Background: an optimization exercise with open tools, aiming at small area, a short achievable clock period and few clock cycles. Do not read the settings as production practice.
Only the layout flow was run in this run; the RTL was not checked for function there.
Power and IR drop assume default switching activity.

==> flow/config.mk <==
export PLATFORM = sky130hd
export DESIGN_NAME = prc
export DESIGN_NICKNAME = prc
export VERILOG_FILES = /design/flow/design.v
export SDC_FILE = /design/flow/constraint.sdc
export NUM_CORES = 4
export LEC_CHECK = 0
export CAP_MARGIN = 20
export CORE_MARGIN = 2
export CORE_UTILIZATION = 40
export PLACE_DENSITY = 0.6
export SLEW_MARGIN = 20
==> flow/constraint.sdc <==
create_clock -name core_clock -period 12.0 [get_ports {clk}]
set_input_delay 2.4000 -clock core_clock [delete_from_list [all_inputs] [get_ports {clk}]]
set_output_delay 2.4000 -clock core_clock [all_outputs]
set_load 0.01 [all_outputs]
==> flow/design.v <==
module prc_div (
    input  wire        b,
    input  wire [6:0]  r_in,       
    input  wire [6:0]  x_r,        
    input  wire [15:0] q_in,       
    input  wire [10:0] x_a,        
    output wire [6:0]  r_out,
    output wire [17:0] q_out
);
    wire [8:0] t  = {r_in, 1'b0} + (b ? {2'd0, x_r} : 9'd0);
    wire       k2 = (t >= 9'd250);
    wire       k1 = (t >= 9'd125) && !k2;
    wire [8:0] tr = t - (k2 ? 9'd250 : k1 ? 9'd125 : 9'd0);
    assign r_out = tr[6:0];
    assign q_out = {1'b0, q_in, 1'b0} + (b ? {7'd0, x_a} : 18'd0) + {16'd0, k2, k1};
endmodule
module prc (
    input  wire        clk,
    input  wire        rst,             
    input  wire        op_valid,
    input  wire [31:0] op_word,
    output wire        op_ready,
    output reg         resp_valid,
    output reg  [3:0]  resp_code,
    output reg  [15:0] resp_data,
    output reg         ev_pot_write,    
    output reg         ev_gen_freq,     
    output reg         ev_gen_on,       
    output reg         ev_gen_off,      
    output reg         ev_adc_restart,  
    output reg         ev_announce,     
    output wire        out_en,
    output wire [7:0]  pot_pos,
    output wire [15:0] gen_freq
);
    localparam [15:0] DEF_FREQ = 16'd28000;
    localparam [29:0] M_STEP   = 30'd15625;                
    localparam [29:0] M_MAX    = 30'd1023984375;           
    localparam [1:0] OK = 2'd0, ERR_RESERVED = 2'd1, ERR_RANGE = 2'd2,
                     ERR_ESTOP = 2'd3;
    localparam [7:0] OP_SETFREQ = 8'h01, OP_SETPWR  = 8'h02, OP_SETRUN  = 8'h03,
                     OP_SETCTL  = 8'h04, OP_SETBIND = 8'h05, OP_TURNON  = 8'h06,
                     OP_TURNOFF = 8'h07, OP_SETESTOP= 8'h08, OP_SETPOS  = 8'h09,
                     OP_READREG = 8'h0A, OP_TICK    = 8'h10, OP_PWMEDGE = 8'h20,
                     OP_ADCDONE = 8'h30, OP_INEDGE  = 8'h40;
    reg [15:0] cfg_freq;
    reg [12:0] cfg_power;
    reg        cfg_runmode;
    reg [15:0] cfg_runticks;
    reg        cfg_ctlmode;
    reg [1:0]  in1_action, in2_action;
    reg        in1_announce, in2_announce;
    reg [15:0] st_freq;
    reg [9:0]  st_duty;
    reg [15:0] st_cur;
    reg [15:0] st_pwr;
    reg [6:0]  st_pos;
    reg [15:0] st_countdown;
    reg        st_en;
    reg        st_estop;
    reg [31:0] pwm_on, pwm_per;
    reg [31:0] pwm_m;           
    reg [6:0]  pwm_ml;          
    reg [1:0]  pwm_phase;
    reg [15:0] cap_t;           
    reg [15:0] cap_low;         
    reg [31:0] adc_sum;
    reg [1:0]  adc_ext;         
    reg [15:0] adc_cnt;
    reg        busy;
    reg [5:0]  tcnt;
    reg        f_ovf, no_pwm, no_adc, p_ovf;
    reg [6:0]  p_r;
    assign op_ready = !busy;
    assign out_en   = st_en;
    assign pot_pos  = {1'b0, st_pos};
    assign gen_freq = cfg_freq;
    wire [7:0]  w_op  = op_word[31:24];
    wire [15:0] w_imm = op_word[15:0];
    wire [1:0]  w_id  = op_word[21:20];
    wire        w_b16 = op_word[16];
    wire        id_ok = (w_id == 2'd1) || (w_id == 2'd2);
    reg well_formed;
    always @* begin
        case (w_op)
            OP_SETFREQ, OP_SETPWR, OP_SETPOS:
                well_formed = (op_word[23:16] == 8'd0);
            OP_SETRUN, OP_PWMEDGE:
                well_formed = (op_word[23:17] == 7'd0);
            OP_SETCTL, OP_SETESTOP:
                well_formed = (op_word[23:17] == 7'd0) && (w_imm == 16'd0);
            OP_SETBIND:
                well_formed = (op_word[23:22] == 2'd0) && !op_word[19] &&
                              (w_imm == 16'd0) && id_ok;
            OP_TURNON, OP_TURNOFF, OP_TICK:
                well_formed = (op_word[23:0] == 24'd0);
            OP_READREG:
                well_formed = (op_word[23:20] == 4'd0) && (w_imm == 16'd0);
            OP_ADCDONE:
                well_formed = (op_word[23:16] == 8'd0) && (op_word[15:10] == 6'd0);
            OP_INEDGE:
                well_formed = (op_word[23:22] == 2'd0) && (op_word[19:17] == 3'd0) &&
                              (w_imm == 16'd0) && id_ok;
            default:
                well_formed = 1'b0;
        endcase
    end
    reg [15:0] rd_data;
    always @* begin
        case (op_word[19:16])
            4'h0: rd_data = cfg_freq;
            4'h1: rd_data = {3'd0, cfg_power};
            4'h2: rd_data = cfg_runticks;
            4'h3: rd_data = {14'd0, cfg_ctlmode, cfg_runmode};
            4'h4: rd_data = {9'd0, in2_announce, in2_action, 1'b0, in1_announce, in1_action};
            4'h5: rd_data = st_freq;
            4'h6: rd_data = {6'd0, st_duty};
            4'h7: rd_data = st_cur;
            4'h8: rd_data = st_pwr;
            4'h9: rd_data = {9'd0, st_pos};
            4'hA: rd_data = st_countdown;
            4'hB: rd_data = {14'd0, st_estop, st_en};
            default: rd_data = 16'd0;
        endcase
    end
    wire [15:0] pe_diff   = w_imm - cap_t;                  
    wire [16:0] pe_on     = {1'b0, pe_diff} - {1'b0, cap_low};
    wire [15:0] pe_ontime = pe_on[16] ? 16'd0 : pe_on[15:0];
    wire [32:0] pe_per_sum = {1'b0, pwm_per} + {17'd0, pe_diff};
    wire [32:0] pe_on_sum  = {1'b0, pwm_on}  + {17'd0, pe_ontime};
    wire [29:0] pe_m       = {pwm_m[22:0], pwm_ml};
    wire [29:0] pe_m_next  = (pe_m == M_MAX) ? M_MAX : pe_m + M_STEP;
    wire [32:0] ad_sum = {1'b0, adc_sum} + {23'd0, op_word[9:0]};
    wire [1:0] ie_action   = (w_id == 2'd1) ? in1_action   : in2_action;
    wire       ie_announce = (w_id == 2'd1) ? in1_announce : in2_announce;
    wire t_freq   = busy && (tcnt <= 6'd16);
    wire t_horner = busy && (tcnt >= 6'd17) && (tcnt <= 6'd23);
    wire t_duty   = busy && (tcnt >= 6'd24) && (tcnt <= 6'd33);
    wire t_avg    = busy && (tcnt <= 6'd17);
    wire t_cur    = busy && (tcnt == 6'd18);
    wire t_last   = busy && (tcnt == 6'd34);
    wire        h_c   = (tcnt != 6'd18);                  
    wire [33:0] sa_a  = t_horner ? {2'b0, pwm_m} : {1'b0, pwm_m, pwm_ml[6]};
    wire [33:0] sa_b  = t_horner ? (h_c ? {2'b0, pwm_on} : 34'd0) : ~{2'b0, pwm_per};
    wire [33:0] sa_s  = sa_a + sa_b + {33'd0, !t_horner};
    wire        sa_q  = !sa_s[33];
    wire [31:0] sa_r  = sa_q ? sa_s[31:0] : sa_a[31:0];
    wire [16:0] av_sh = {adc_ext, adc_sum[31:17]};
    wire [17:0] av_s  = {1'b0, av_sh} - {2'b0, adc_cnt};
    wire        av_q  = !av_s[17];
    wire [15:0] av_r  = av_q ? av_s[15:0] : av_sh[15:0];
    wire        on_b  = t_duty ? sa_q : av_q;
    wire [6:0]  on_r;
    wire [17:0] on_q;
    prc_div u_on (
        .b     (on_b),
        .r_in  (p_r),
        .x_r   (t_duty ? adc_sum[6:0] : 7'd3),
        .q_in  (st_pwr),
        .x_a   (t_duty ? adc_cnt[10:0] : 11'd0),
        .r_out (on_r),
        .q_out (on_q)
    );
    wire [16:0] avg     = adc_sum[16:0];
    wire        cur_zero = no_adc || (avg <= 17'd512);
    wire        cur_sat  = adc_sum[17] || (avg >= 17'd66048);
    wire [16:0] avg_m   = avg - 17'd512;
    wire        r_lo    = (p_r < 7'd36);
    wire [15:0] cur_v   = cur_zero ? 16'd0 : cur_sat ? 16'hFFFF : avg_m[15:0];
    wire [10:0] cur_a   = cur_zero ? 11'd0 : cur_sat ? 11'd1572 :
                          (st_pwr[10:0] - (r_lo ? 11'd13 : 11'd12));
    wire [6:0]  cur_r   = cur_zero ? 7'd0 : cur_sat ? 7'd105 :
                          (r_lo ? p_r + 7'd89 : p_r - 7'd36);
    wire [9:0]  duty_f = no_pwm ? 10'd0 : st_duty;
    wire [15:0] pwr_f  = no_pwm ? 16'd0 : p_ovf ? 16'hFFFF : st_pwr;
    wire        pwr_gt = (pwr_f > {3'd0, cfg_power});
    wire        pwr_lt = (pwr_f < {3'd0, cfg_power});
    wire [15:0] cd_next = (st_countdown == 16'd0) ? 16'd0 : st_countdown - 16'd1;
    always @(posedge clk) begin
        if (rst) begin
            cfg_freq     <= DEF_FREQ;
            cfg_power    <= 13'd0;
            cfg_runmode  <= 1'b0;
            cfg_runticks <= 16'd1;
            cfg_ctlmode  <= 1'b0;
            in1_action   <= 2'd0;
            in2_action   <= 2'd0;
            in1_announce <= 1'b0;
            in2_announce <= 1'b0;
            st_freq      <= 16'd0;
            st_duty      <= 10'd0;
            st_cur       <= 16'd0;
            st_pwr       <= 16'd0;
            st_pos       <= 7'd0;
            st_countdown <= 16'd0;
            st_en        <= 1'b0;
            st_estop     <= 1'b1;
            pwm_on       <= 32'd0;
            pwm_per      <= 32'd0;
            pwm_m        <= 32'd0;
            pwm_ml       <= 7'd0;
            pwm_phase    <= 2'd0;
            adc_sum      <= 32'd0;
            adc_ext      <= 2'd0;
            adc_cnt      <= 16'd0;
            busy         <= 1'b0;
            resp_valid   <= 1'b0;
        end else begin
            resp_valid     <= 1'b0;
            resp_code      <= 4'd0;
            resp_data      <= 16'd0;
            ev_pot_write   <= 1'b0;
            ev_gen_freq    <= 1'b0;
            ev_gen_on      <= 1'b0;
            ev_gen_off     <= 1'b0;
            ev_adc_restart <= 1'b0;
            ev_announce    <= 1'b0;
            if (busy) begin
                tcnt <= tcnt + 6'd1;
                if (t_freq) begin
                    pwm_m  <= (tcnt == 6'd16) ? 32'd0 : sa_r;
                    pwm_ml <= {pwm_ml[5:0], 1'b0};
                    if (tcnt == 6'd0) f_ovf <= sa_q;
                    else              st_freq <= {st_freq[14:0], sa_q};
                end
                if (t_horner) begin
                    pwm_m  <= sa_s[32:1];
                    pwm_ml <= {sa_s[0], pwm_ml[6:1]};
                end
                if (t_duty) begin
                    pwm_m   <= sa_r;
                    pwm_ml  <= {pwm_ml[5:0], 1'b0};
                    st_duty <= {st_duty[8:0], sa_q};
                    st_pwr  <= on_q[15:0];
                    p_r     <= on_r;
                    if (on_q[17:16] != 2'd0) p_ovf <= 1'b1;
                end
                if (t_avg) begin
                    {adc_ext, adc_sum[31:18]} <= av_r;
                    adc_sum[17:0] <= {adc_sum[16:0], av_q};
                    st_pwr <= on_q[15:0];
                    p_r    <= on_r;
                end
                if (t_cur) begin
                    st_cur        <= cur_v;
                    adc_cnt[10:0] <= cur_a;
                    adc_sum[6:0]  <= cur_r;
                    st_pwr        <= 16'd0;
                    p_r           <= 7'd0;
                    p_ovf         <= 1'b0;
                end
                if (t_last) begin
                    busy    <= 1'b0;
                    st_freq <= no_pwm ? 16'd0 : f_ovf ? 16'hFFFF : st_freq;
                    st_duty <= duty_f;
                    st_pwr  <= pwr_f;
                    pwm_on  <= 32'd0;
                    pwm_per <= 32'd0;
                    pwm_m   <= 32'd0;
                    pwm_ml  <= 7'd0;
                    adc_sum <= 32'd0;
                    adc_ext <= 2'd0;
                    adc_cnt <= 16'd0;
                    if (st_en && !cfg_ctlmode) begin
                        if (pwr_gt) begin
                            if (duty_f != 10'd0 && st_pos != 7'd0) begin
                                st_pos       <= st_pos - 7'd1;
                                ev_pot_write <= 1'b1;
                            end
                        end else if (pwr_lt) begin
                            if (duty_f <= 10'd900 && st_pos != 7'd100) begin
                                st_pos       <= st_pos + 7'd1;
                                ev_pot_write <= 1'b1;
                            end
                        end
                    end
                    if (st_en && cfg_runmode) begin
                        if (cd_next == 16'd0) begin
                            st_en        <= 1'b0;
                            st_countdown <= 16'd0;
                            ev_gen_off   <= 1'b1;
                        end else begin
                            st_countdown <= cd_next;
                        end
                    end
                    resp_valid <= 1'b1;
                end
            end else if (op_valid) begin
                resp_valid <= 1'b1;
                if (!well_formed) begin
                    resp_code <= {2'd0, ERR_RESERVED};
                end else begin
                    case (w_op)
                    OP_SETFREQ: begin
                        if (w_imm < 16'd20000 || w_imm > 16'd40000) begin
                            resp_code <= {2'd0, ERR_RANGE};
                        end else begin
                            cfg_freq    <= w_imm;
                            ev_gen_freq <= 1'b1;
                        end
                    end
                    OP_SETPWR: begin
                        if (w_imm > 16'd5000)
                            resp_code <= {2'd0, ERR_RANGE};
                        else
                            cfg_power <= w_imm[12:0];
                    end
                    OP_SETRUN: begin
                        if (w_b16 && w_imm == 16'd0) begin
                            resp_code <= {2'd0, ERR_RANGE};
                        end else begin
                            cfg_runmode <= w_b16;
                            if (w_b16)
                                cfg_runticks <= w_imm;
                        end
                    end
                    OP_SETCTL:
                        cfg_ctlmode <= w_b16;
                    OP_SETBIND: begin
                        if (w_id == 2'd1) begin
                            in1_action   <= op_word[17:16];
                            in1_announce <= op_word[18];
                        end else begin
                            in2_action   <= op_word[17:16];
                            in2_announce <= op_word[18];
                        end
                    end
                    OP_TURNON: begin
                        if (st_estop) begin
                            resp_code <= {2'd0, ERR_ESTOP};
                        end else if (!st_en) begin
                            st_en <= 1'b1;
                            if (cfg_runmode)
                                st_countdown <= cfg_runticks;
                            ev_gen_on <= 1'b1;
                        end
                    end
                    OP_TURNOFF: begin
                        st_en        <= 1'b0;
                        st_countdown <= 16'd0;
                        ev_gen_off   <= 1'b1;
                    end
                    OP_SETESTOP: begin
                        st_estop <= w_b16;
                        if (w_b16) begin
                            st_en        <= 1'b0;
                            st_countdown <= 16'd0;
                            ev_gen_off   <= 1'b1;
                        end
                    end
                    OP_SETPOS: begin
                        st_pos       <= (w_imm > 16'd100) ? 7'd100 : w_imm[6:0];
                        ev_pot_write <= 1'b1;
                    end
                    OP_READREG:
                        resp_data <= rd_data;
                    OP_PWMEDGE: begin
                        if (pwm_phase == 2'd0) begin
                            if (!w_b16) begin
                                cap_t     <= w_imm;
                                pwm_phase <= 2'd1;
                            end
                        end else if (pwm_phase == 2'd1) begin
                            if (w_b16) begin
                                cap_low   <= pe_diff;
                                cap_t     <= w_imm;
                                pwm_phase <= 2'd2;
                            end
                        end else if (w_b16) begin
                            pwm_per   <= pe_per_sum[32] ? 32'hFFFFFFFF : pe_per_sum[31:0];
                            pwm_on    <= pe_on_sum[32]  ? 32'hFFFFFFFF : pe_on_sum[31:0];
                            {pwm_m[22:0], pwm_ml} <= pe_m_next;
                            pwm_phase <= 2'd0;
                        end
                    end
                    OP_ADCDONE: begin
                        ev_adc_restart <= 1'b1;
                        adc_sum <= ad_sum[32] ? 32'hFFFFFFFF : ad_sum[31:0];
                        adc_cnt <= (adc_cnt == 16'hFFFF) ? 16'hFFFF : adc_cnt + 16'd1;
                    end
                    OP_INEDGE: begin
                        ev_announce <= ie_announce;
                        case (ie_action)
                        2'd1: begin
                            if (w_b16) begin
                                if (!st_estop && !st_en) begin
                                    st_en <= 1'b1;
                                    if (cfg_runmode)
                                        st_countdown <= cfg_runticks;
                                    ev_gen_on <= 1'b1;
                                end
                            end else begin
                                st_en        <= 1'b0;
                                st_countdown <= 16'd0;
                                ev_gen_off   <= 1'b1;
                            end
                        end
                        2'd2: if (w_b16) begin
                            if (st_en) begin
                                st_en        <= 1'b0;
                                st_countdown <= 16'd0;
                                ev_gen_off   <= 1'b1;
                            end else if (!st_estop) begin
                                st_en <= 1'b1;
                                if (cfg_runmode)
                                    st_countdown <= cfg_runticks;
                                ev_gen_on <= 1'b1;
                            end
                        end
                        2'd3: if (w_b16) begin
                            st_estop     <= 1'b1;
                            st_en        <= 1'b0;
                            st_countdown <= 16'd0;
                            ev_gen_off   <= 1'b1;
                        end
                        default: ;
                        endcase
                    end
                    OP_TICK: begin
                        resp_valid <= 1'b0;
                        busy       <= 1'b1;
                        tcnt       <= 6'd0;
                        no_pwm     <= (pe_m == 30'd0) || (pwm_per == 32'd0);
                        no_adc     <= (adc_cnt == 16'd0);
                        st_pwr     <= 16'd0;
                        p_r        <= 7'd0;
                    end
                    default:
                        resp_code <= {2'd0, ERR_RESERVED};
                    endcase
                end
            end
        end
    end
endmodule
==> flow/run.sh <==
#!/bin/bash
# synth_recipe.tcl (not shown) runs the flow's synth.tcl, then flattens the netlist and writes it again
# the make line also repeats each setting of config.mk as NAME=value (left out here)
make -C /OpenROAD-flow-scripts/flow DESIGN_CONFIG=/design/flow/config.mk WORK_HOME=/design/flow/orfs CLKGATE_MAP_FILE= SYNTH_SCRIPT=/design/flow/synth_recipe.tcl finish
==> impl_metrics.toml <==
[outcome]
status = "complete, no violations"

[synthesis]
syn_area_per_cell_um2 = 7.591
synth-edff-count = 73
top_cells_by_area_synth = "dfxtp_1, ha_1, edfxtp_1, a21oi_1, nor2_1"
synth_cells = 3693
yosys.cell_types.count = 92
synth_ff_type = "dfxtp_1"
ys_ff_latch = 366
synth.yosys.warnings = 1
asyncSetResetFlopFracSynth = 0
yosysTopAreaCell = "dfxtp_1"
synth_area_um2 = 28030
synth_sequential_area_ratio = 0.2874
synthDominantCellAreaShare = 0.2092

[place]
place.gp.congestion = 0.9580
buffer_ports.inserted = 84
dp.cells = 4562
post-dp-hpwl_um = 73690
place_worst_setup_slack_ps = 1830

[power]
power.ir.vdd_worst_v = 0.00009286
cellPowerDensity_nw_per_um2 = 95.80
power_consumption_mw = 3.011
leakage_nw = 12.23

[worst_setup_path]
cpPeakStageDelay_ps = 550
critical_path.max_fanout = 123
cp_data_required_time_ps = 12330
rr_startpoint = "tcnt[0]"
internal_reg_to_reg_setup_slack_ps = 1820
startpoint_type_of_the_worst_setup_path = "flip-flop"
critical_path.top_delay_family = "compound AO/OA/AOI/OAI gates"
startpoint = "tcnt[0]"
cp.buffers_inverters = 8
crit_top_cell = "a21oi_1"
endpoint_kind = "flip-flop"
critical_path_class = "reg2reg"
worst_ep_arrival_time_ps = 10500
library_cell_contributing_the_largest_single_delay_on_the_critical_path = "fa_1"

[clock_tree]
number_of_buffers_inserted_by_hold_repair_at_cts = 0
cts_tree = "built"
h_tree_levels = 2
later_pin_clock_latency_in_the_skew_report_ps = 610
cts.clk_slew.worst_paths_ps = 70
cts_buffer_depth = 3
post_cts_resized = 0
clock-sinks = 366
post_cts.repair.setup_buffers = 0
cts_made_buffers = 46
clock-root-buffer = "clkbuf_16"

[routing]
detail_route.first_pass.iterations = 8
ant_nets = 0
detailroute.via_count = 28036
drt_wl_total_um = 99100
vias_per_cell = 6.031
wire_per_inst_um = 21.32
detail_route.drc_violations = 0
initialDrtViolationCount = 3219

[worst_hold_path]
timing.hold.worst.start = "cfg_runticks[14]"
worst_hold_path_type = "reg2reg"

[finish]
finalNonFillerCells = 4649
final_core_utilization = 0.4511
insertedDiodeCount = 0
layout.cells.most_common = "nor2_1"
layout.nets = 3913
mostFrequentLayoutCells = "nor2_1, nand2_1, a21oi_1"
final_layout_size_suffix_gt1_frac = 0.05662
syn2layout_area_growth_pct = 12.11

[floorplan]
rows = 97
chipHeight_um = 268.7
die_area_um2 = 72210
floorplan.initialDensity = 0.4024
ios = 88
die_x_um = 268.7
placeableCoreArea_um2 = 69660

[global_routing]
global_route.overflow_total = 0
grt_usage = 0.2678
number_of_antenna_violations_at_the_first_check_in_global_routing = 0
first_pass_grt_wire_length_um = 151800
grt_pass1_vias = 25487
pin_count_of_the_biggest_net_entering_global_routing = 136

[run]
timing.max_cap.violations = 0

[sta]
report.final.setup_viol = 0
setup_tns_ps = 0
finalCritPeriodShare = 0.8481
final.min_clock_period_ps = 10180
finalWorstSetupSlack_ps = 1822
max_clock_freq_mhz = 98.25
timing.final.hold_violations = 0
grt_setup_unrepaired = "false"
worstMarginPinSlew_ps = 1210
slew_headroom = 0.1902
finalClockSkew_ps = 43.55
drv_slew = 0
## per-stage QoR
step,cell area [um2],hold slack [ps]
2_1_floorplan,28040,428.5
3_3_place_gp,29740,455.6
3_5_place_dp,29740,460.1
4_1_cts,31410,468.6
5_1_grt,31430,494.0
6_report,31430,470.7
## per-layer routing
layer  wire length (um)  up-vias  global-route usage  part of all wire
li1                   -    13449                   -                 -
met1              44090    13262              0.3749              0.44
met2              43070     1145              0.4114              0.43
met3               7903      180             0.04320             0.080
met4               4034        0              0.1033             0.041
met5                  0        -                   0                 0
## cells by family (layout without fill, tap and decap cells)
logic type / after synthesis / count (layout) / share of synthesized area
simple gates: 1389 / 1389 / 0.2287
compound gates: 1141 / 1141 / 0.2632
flops: 366 / 366 / 0.2874
buf+inv: 363 / 377 / 0.05084
fa+ha+maj: 207 / 207 / 0.09588
xor+xnor: 162 / 162 / 0.05062
mux: 64 / 64 / 0.02321
other cells: 1 / 3 / 0.0001338
## worst reg2reg max path: cells and delay by family (launching register included)
| family | cells | cell delay, ps |
|---|---|---|
| buffers and inverters | 8 | 2080 |
| adder cells (fa/ha/maj) | 6 | 1810 |
| AND/OR/NAND/NOR | 9 | 1540 |
| flip-flops | 1 | 460 |
| XOR/XNOR | 1 | 120 |
| AO/OA/AOI/OAI | 19 | 3840 |
| multiplexers | 1 | 70 |
## final timing paths
kind	end	cells after the start
setup / recovery	p_ovf	44
hold / removal	cfg_runticks[14]	2
setup reg to reg	p_ovf	44
hold reg to reg	cfg_runticks[14]	2
## final cells by class
cell class                 instances  area, um2
inverter                         147      551.8
multi-input combinational       2966      18650
clock inverter                    23      314.1
timing repair buffer             144       1318
clock buffer                      63       1358
fill                            6969      38240
sequential                       366       8061
tap                              940       1176
## synthesized netlist by cell type, types with 10 or more instances
cell type	n
a211o_1	14
a211oi_1	65
a21o_1	43
a21oi_1	395
a221oi_1	17
a222oi_1	10
a22o_1	17
a22oi_1	55
a311oi_1	14
a31oi_1	70
and2_1	27
and3_1	41
buf_1	19
clkbuf_1	178
dfxtp_1	293
edfxtp_1	73
fa_1	13
ha_1	194
inv_1	147
mux2i_1	56
nand2_1	410
nand2b_1	34
nand3_1	102
nand3b_1	10
nand4_1	32
nor2_1	427
nor2b_1	36
nor3_1	146
nor4_1	42
o211ai_1	34
o21a_1	42
o21ai_0	175
o21bai_1	21
o22ai_1	24
o31ai_1	15
or2_2	10
or3_1	29
xnor2_1	112
xor2_1	50
## sequential cells by signal, indices dropped and copies added (netlist names), 32 cells and up
register,cells
adc_sum,32
pwm_m,32
pwm_on,32
pwm_per,32
## where the power goes
group	internal, mW	switching [mW]	leakage [nW]
clock network	0.926	0.608	0.813
registers	1.26	0.00107	3.05
logic	0.0804	0.140	8.37

## separate check: timing with driven ports
The results above use ideal ports. As a check the final layout listed here was re-extracted and re-timed, cells and wires unchanged.
Step 1 (the two cells are an assumption about what drives the block):
set clk [get_ports {clk}]
set_driving_cell -lib_cell sky130_fd_sc_hd__clkbuf_16 $clk
set_driving_cell -lib_cell sky130_fd_sc_hd__buf_2 [delete_from_list [all_inputs] $clk]
Step 2 times the ports against the registers' clock, not the clock port: input delays grow and output delays shrink by t, the midpoint of the rising clock arrivals with the driver on.
a / b / c = no drivers / after step 1 / after step 2; a / b = the first two.
t (ns): 0.655
slack for setup (ns): 1.822 / 1.822 / 1.822
hold slack, ns: 0.471 / 0.471 / 0.471
worst setup path after step 2: register to register
pins driven straight from the clock port: 1
After both steps this run still meets setup and hold. For this run, drivers alone change the setup slack by 0.000 ns; drivers and shift together by 0.000 ns.
